This design comes from an exercise in tuning for small area, a short achievable clock period and few clock cycles on the open sky130 flow, not from production work.
RTL that was checked went through simulation tests only; none was proved equivalent to the original.
Power figures rest on the tool's default switching activity, not on a simulated workload.

Setup of lane 5:
// framecore_tx
module framecore_tx (
    input  wire        clk,
    input  wire        rst,             
    input  wire        cmd_valid,
    output wire        cmd_ready,
    input  wire [2:0]  cmd_op,
    input  wire [6:0]  cmd_len,
    input  wire        cmd_scheme,      
    input  wire [32:0] cmd_gen,
    input  wire [7:0]  cmd_tag_start,
    input  wire [7:0]  cmd_tag_stop,
    input  wire [7:0]  cmd_tag_esc,
    input  wire        in_valid,
    output wire        in_ready,
    input  wire [7:0]  in_data,
    output wire        out_valid,
    input  wire        out_ready,
    output wire [7:0]  out_data,
    output reg         done,
    output reg  [3:0]  res_result,
    output reg  [3:0]  res_errcode,
    output reg  [31:0] res_rem,
    output reg  [7:0]  res_olen
);
    localparam OP_NOP  = 3'd0;
    localparam OP_CENC = 3'd1;
    localparam OP_CVAL = 3'd2;
    localparam OP_PENC = 3'd3;
    localparam OP_PVAL = 3'd4;
    localparam OP_STUF = 3'd5;
    localparam OP_BLD  = 3'd6;
    localparam ERR_NONE    = 3'd0;
    localparam ERR_ILLOP   = 3'd1;
    localparam ERR_RSVD    = 3'd2;
    localparam ERR_BADLEN  = 3'd3;
    localparam ERR_BADGEN  = 3'd4;
    localparam ERR_BADTAGS = 3'd5;
    localparam IDLE  = 0;
    localparam REJ   = 1;    
    localparam START = 2;    
    localparam PAY   = 3;    
    localparam VTAIL = 4;    
    localparam FIN   = 5;    
    localparam CODE  = 6;    
    localparam STOP  = 7;    
    reg  [7:0]  s;
    reg         o_stuff, o_bld, o_val, o_pval, o_emit, o_crc, o_par;
    reg  [2:0]  errc;
    reg  [6:0]  cnt;         
    reg         last;        
    reg  [31:0] R;           
    reg  [31:0] G;           
    reg  [7:1]  h;           
    reg  [2:0]  k;
    reg  [1:0]  lm1;         
    reg  [1:0]  cl;          
    reg  [7:0]  t_start, t_stop, t_esc;    
    reg  [7:0]  b;           
    reg         bv;          
    reg         pend;        
    reg  [7:0]  olen;
    function [2:0] lzc8(input [7:0] x);
        begin
            casez (x)
                8'b1???????: lzc8 = 3'd0;
                8'b01??????: lzc8 = 3'd1;
                8'b001?????: lzc8 = 3'd2;
                8'b0001????: lzc8 = 3'd3;
                8'b00001???: lzc8 = 3'd4;
                8'b000001??: lzc8 = 3'd5;
                8'b0000001?: lzc8 = 3'd6;
                default:     lzc8 = 3'd7;
            endcase
        end
  ...
For scale: roughly 1,900 cells after synthesis, about 150 flip-flops, about 140 I/O pins.
Settings: LEC_CHECK=0, CAP_MARGIN=20, CORE_MARGIN=2, CORE_UTILIZATION=40, SETUP_SLACK_MARGIN=1.0, SLEW_MARGIN=20; clock period 5.0 ns.
run.sh (not shown) runs the stock make flow with config.mk's settings and CLKGATE_MAP_FILE= SYNTH_SCRIPT=/design/flow/synth_recipe.tcl, a recipe that flattens the netlist after the stock synthesis.
Changes in lane 2 relative to lane 5:
- SETUP_SLACK_MARGIN: 1.0 -> unset
## What came out
Worst-case hold slack: lane 2 vs lane 5 down 3.9 ps. Of the two values seen for cell type of the slowest stage on the worst timing path, edfxtp_1 was produced by lane 5 and clkdlybuf4s50_1 by lane 2. On transition time at the pin with the least slew margin: between lane 5 and lane 2, it ends up higher for lane 5. | proportion of power drawn by combinational gates | lower: lane 2 |. Of lane 5 and lane 2, lane 2 shows the lower final critical-path setup slack, with lane 5 above it. Lane 2 went all the way through the flow, and no timing, DRC or antenna check failed. Average wire length per cell after detail routing (lane 2 vs. lane 5) decreases by a few percent. Comparing clock share of power for lane 5 and lane 2, the bigger number came from lane 2.
No functional check of the RTL was part of any run of this note.

========
framecore_tx, a different RTL version from the one above (not shown whole).
Size: about 170 flip-flops.
Settings: LEC_CHECK=0, CAP_MARGIN=20, CORE_MARGIN=2, CORE_UTILIZATION=50, SETUP_SLACK_MARGIN=1.5, SLEW_MARGIN=20; clock period 5.0 ns.
standard.sh (not shown) runs the stock make flow with config.mk's settings and CLKGATE_MAP_FILE= SYNTH_SCRIPT=/design/flow/synth_recipe.tcl, a recipe that flattens the netlist after the stock synthesis.
==> flow/flow/run.sh <==
#!/bin/bash
set -euo pipefail
export BUFFER_PORTS_ARGS="-buffer_cell sky130_fd_sc_hd__buf_2"
bash standard.sh > standard_flow.log 2>&1
Testbench counts at the start, summed over its fixed seeds: cycles 11,623.
Edit:
CORE_UTILIZATION = 40   (was 50)
What happened:
- area after synthesis stays the same
- final cell count rises by 4.4%
- final area barely changes
- wire length falls by about 1%
- worst setup slack improves by 0.012 ns
- register-to-register slack improves by 0.06 ns

========
old:
Another version of the RTL of framecore_tx (not shown whole).
For scale: ~1900 cells after synthesis, about 150 flip-flops, about 140 I/O pins, ~16000 um2 of cells after synthesis.
make LEC_CHECK=0 CAP_MARGIN=20 CORE_MARGIN=2 CORE_UTILIZATION=40 SETUP_SLACK_MARGIN=1.0 SLEW_MARGIN=20 finish   # period 5.0 ns
run.sh (not shown) runs the stock make flow with config.mk's settings and CLKGATE_MAP_FILE= SYNTH_SCRIPT=/design/flow/synth_recipe.tcl, a recipe that flattens the netlist after the stock synthesis.
Stock flow here: none of the scripts above is used.
old ran to completion and came out clean on the timing, design-rule and antenna checks.
What new does differently from old at the input level:
# old
export LEC_CHECK = 0
export CAP_MARGIN = 20
export CORE_MARGIN = 2
export CORE_UTILIZATION = 40
export SETUP_SLACK_MARGIN = 1.0
export SLEW_MARGIN = 20
create_clock -name core_clock -period 5.0 [get_ports {clk}]
# new
export LEC_CHECK = 0
export CAP_MARGIN = 20
export CORE_MARGIN = 2
export CORE_UTILIZATION = 40
export SLEW_MARGIN = 20
create_clock -name core_clock -period 5.0 [get_ports {clk}]
==> notes.md <==
Status: worst hold slack parity (old, new)
Delta (new minus old): global-route met1 utilization went down; first-iteration DRC count went down; floorplan die width did not really move.
Going from old to new, the largest fanout on the critical path was found to have gone up by 1.
On total power, new and old are neck and neck.
Function was not checked in any run of this note: the RTL went through the layout flow alone.

========
framecore_tx, a different RTL version from the one above (not shown whole).
Size: ~2,800 cells after synthesis, ~170 flip-flops, about 140 I/O pins, roughly 17,000 sq um of cells after synthesis.
export LEC_CHECK = 0
export ABC_AREA = 1
export CAP_MARGIN = 20
export CORE_MARGIN = 2
export CORE_UTILIZATION = 40
export SETUP_SLACK_MARGIN = 1.5
export SLEW_MARGIN = 20
create_clock -name core_clock -period 5.0 [get_ports {clk}]
standard.sh (not shown) runs the stock make flow with config.mk's settings and CLKGATE_MAP_FILE= SYNTH_SCRIPT=/design/flow/synth_recipe.tcl, a recipe that flattens the netlist after the stock synthesis.
Scripts as last shown in full above: flow/flow/run.sh
The starting point ran to the end with no violations.
Testbench counts at the start, summed over its fixed seeds: cycles 11,556.
Next try:
ABC_AREA = default   (was 1)
CTS_BUF_LIST = sky130_fd_sc_hd__clkbuf_4 sky130_fd_sc_hd__clkbuf_8   (was default)
TNS_END_PERCENT = 10   (was default)
The new run completed with no timing, DRC or antenna violations.
Worst setup slack is worse by 0.079 ns.
Core utilization rose by 0.92 points.
Critical path depth rose by 2.
Next try:
CTS_BUF_LIST = default   (was sky130_fd_sc_hd__clkbuf_4 sky130_fd_sc_hd__clkbuf_8)
SETUP_SLACK_MARGIN = 1.75   (was 1.5)
TNS_END_PERCENT = default   (was 10)
Total power climbs by roughly a tenth.
Routed wire length climbs by a few percent.
Design area climbs by a few percent.
Area after synthesis stays the same.
Worst hold slack is worse by 0.017 ns.
Core utilization climbs by 2.8 points.
Setup slack is better by 0.11 ns.
Non-clock buffer count climbs by 36.
First-iteration DRC count climbs slightly.
Combinational power climbs by roughly a tenth.
Flip-flop and latch count does not change.
Next try:
CORE_UTILIZATION = 45   (was 40)
CTS_BUF_LIST = sky130_fd_sc_hd__clkbuf_4 sky130_fd_sc_hd__clkbuf_8   (was default)
SETUP_SLACK_MARGIN = 1.5   (was 1.75)
Effect:
- The changed run went through all stages and came out clean
- wire length fell by 4.0%
- setup slack is worse by 0.047 ns
- clock power falls by 27%
- area after synthesis is unchanged
- final area falls by about 7%
- hold slack is worse by 0.0046 ns
- total power is lower by about 11%
- combinational power fell by about 10%
- sequential cell count does not change
- global-route usage came out higher by 2.9 points
- non-clock buffer count came out lower by 39
Next try:
CORE_UTILIZATION = 40   (was 45)
SETUP_SLACK_MARGIN = 1.4   (was 1.5)
Outcome:
- die area goes up by about 12%
- setup slack is about the same
- power goes up by about 1.8%
- flip-flop and latch count is unchanged
- register-to-register slack gets better by 0.02 ns
- global-route usage goes down by 3.1 points
- cell area hardly moves
- sequential power hardly moves
- worst hold slack gets better by 0.011 ns
- sequential share of layout area hardly moves
- via count goes down by 2.1%
Next try:
CTS_CLUSTER_SIZE = 30   (was default)
SETUP_SLACK_MARGIN = 1.5   (was 1.4)
The changed run passed the timing, design-rule and antenna checks.
Critical path depth does not change.
Global-route usage barely changes.
Routed wire length is about the same.
Final area grows by about 0.44%.
Hold slack barely changes.
Core utilization grows by 0.20 points.
Final cell count stays the same.
Worst setup slack is better by 0.0090 ns.
Area after synthesis is unchanged.
Sequential cell count stays the same.
First-iteration DRC count grows by about 0.6%.

========
Starting RTL as in the previous note.
Settings: LEC_CHECK=0, CAP_MARGIN=20, CORE_MARGIN=2, CORE_UTILIZATION=55, CTS_BUF_LIST=sky130_fd_sc_hd__clkbuf_4 sky130_fd_sc_hd__clkbuf_8, SETUP_SLACK_MARGIN=1.5, SLEW_MARGIN=20; clock period 5.0 ns.
Scripts as last shown in full above: flow/flow/run.sh
The starting point ran to the end with no violations.
Testbench counts at the start, summed over its fixed seeds: cycles 11,556.
Change:
==> flow/flow/run.sh (replaced) <==
#!/bin/bash
set -euo pipefail
export BUFFER_PORTS_ARGS="-buffer_cell sky130_fd_sc_hd__buf_1"
bash standard.sh > standard_flow.log 2>&1
CORE_UTILIZATION = 40   (was 55)
Result: Sequential power barely changes. Cell count grows by 6.1%. First-iteration DRC count is lower by 15%. Clock power climbs by about 6%. Combinational power is lower by about 4%. Synthesized area stays the same. Global-route usage went down by 8.8 points. Synthesized cell count does not change. Die area is higher by 37%. Worst hold slack is better by 17 ps. Setup slack improved by 14 ps.
Change:
==> flow/flow/run.sh (replaced) <==
#!/bin/bash
set -euo pipefail
export BUFFER_PORTS_ARGS="-buffer_cell sky130_fd_sc_hd__buf_2"
bash standard.sh > standard_flow.log 2>&1
CTS_BUF_LIST = default   (was sky130_fd_sc_hd__clkbuf_4 sky130_fd_sc_hd__clkbuf_8)
Cell count stays flat.
First-iteration DRC count fell by about 18%.
Clock power is higher by 30%.
Clock-buffer cell count grows by 3.
Global-route usage climbs by 0.17 points.
Critical path depth grows by 4.
Routed wire length came out lower by about 0.5%.
Power goes up by 5.6%.
Final area goes up by about 1.5%.
Clock skew shrinks by 8.5 ps.
Change:
CTS_BUF_LIST = sky130_fd_sc_hd__clkbuf_4 sky130_fd_sc_hd__clkbuf_8   (was default)
SETUP_SLACK_MARGIN = 1.65   (was 1.5)
Outcome: Utilization climbs by 0.90 points; setup slack gains 12 ps; power drops by a few percent; global-route usage drops by 0.19 points; clock-buffer cell count drops by 6; routed wire length climbs by a few percent; final cell count climbs slightly; combinational power climbs by a few percent; synthesized area stays the same; non-clock buffer count climbs by 22; first-iteration DRC count climbs by about a fifth.

what the ideal ports hide:
The results above use ideal ports. As a check the final layouts listed here were re-extracted and re-timed, cells and wires unchanged. Step 1 sets driving cells, clkbuf_16 on the clock port and buf_2 on the other inputs (assumed; they add their load-dependent delay and slew). Step 2 moves the port delays by t, midway between the first and last clock arrival at a register: inputs arrive t later, outputs are due t later. That takes back most of the time a late clock gives input paths. a / b / c = no drivers / after step 1 / after step 2; a / b = the first two.
run	shift t [ns]	setup WS [ns]	hold slack, ns	clock arrival spread, ns
lane 5	0.505	0.436 / 0.382 / 0.539	0.532 / 0.532 / 0.532	0.018 / 0.018
lane 2	0.500	0.102 / 0.071 / 0.071	0.528 / 0.528 / 0.528	0.016 / 0.017
the first run of note 2	0.487	1.517 / 1.506 / 1.062	0.457 / 0.457 / 0.457	0.009 / 0.009
the second run of note 2	0.494	1.529 / 1.480 / 1.108	0.475 / 0.475 / 0.475	0.017 / 0.017
old	0.494	0.692 / 0.638 / 0.767	0.525 / 0.525 / 0.525	0.015 / 0.015
new	0.500	0.207 / 0.150 / 0.229	0.527 / 0.527 / 0.527	0.018 / 0.018
the first run of note 4	0.510	1.534 / 1.475 / 1.177	0.449 / 0.449 / 0.449	0.015 / 0.015
the second run of note 4	0.534	1.455 / 1.427 / 1.174	0.493 / 0.493 / 0.493	0.020 / 0.020
the third run of note 4	0.494	1.563 / 1.515 / 1.494	0.475 / 0.475 / 0.475	0.015 / 0.016
the fourth run of note 4	0.521	1.517 / 1.471 / 1.382	0.471 / 0.471 / 0.471	0.019 / 0.018
the fifth run of note 4	0.526	1.515 / 1.472 / 1.436	0.481 / 0.481 / 0.481	0.018 / 0.018
the sixth run of note 4	0.524	1.524 / 1.481 / 1.424	0.479 / 0.479 / 0.479	0.019 / 0.019
the first run of note 5	0.520	1.460 / 1.410 / 1.347	0.451 / 0.451 / 0.451	0.027 / 0.027
the second run of note 5	0.542	1.474 / 1.431 / 1.459	0.468 / 0.468 / 0.468	0.025 / 0.025
the third run of note 5	0.480	1.525 / 1.493 / 1.378	0.470 / 0.470 / 0.470	0.017 / 0.017
the fourth run of note 5	0.516	1.537 / 1.494 / 1.301	0.485 / 0.485 / 0.485	0.027 / 0.027
After both steps every run listed still meets setup and hold. The setup slack of the first run of note 2, which loses most, moves by -0.011 ns with the drivers and by -0.455 ns with both steps.
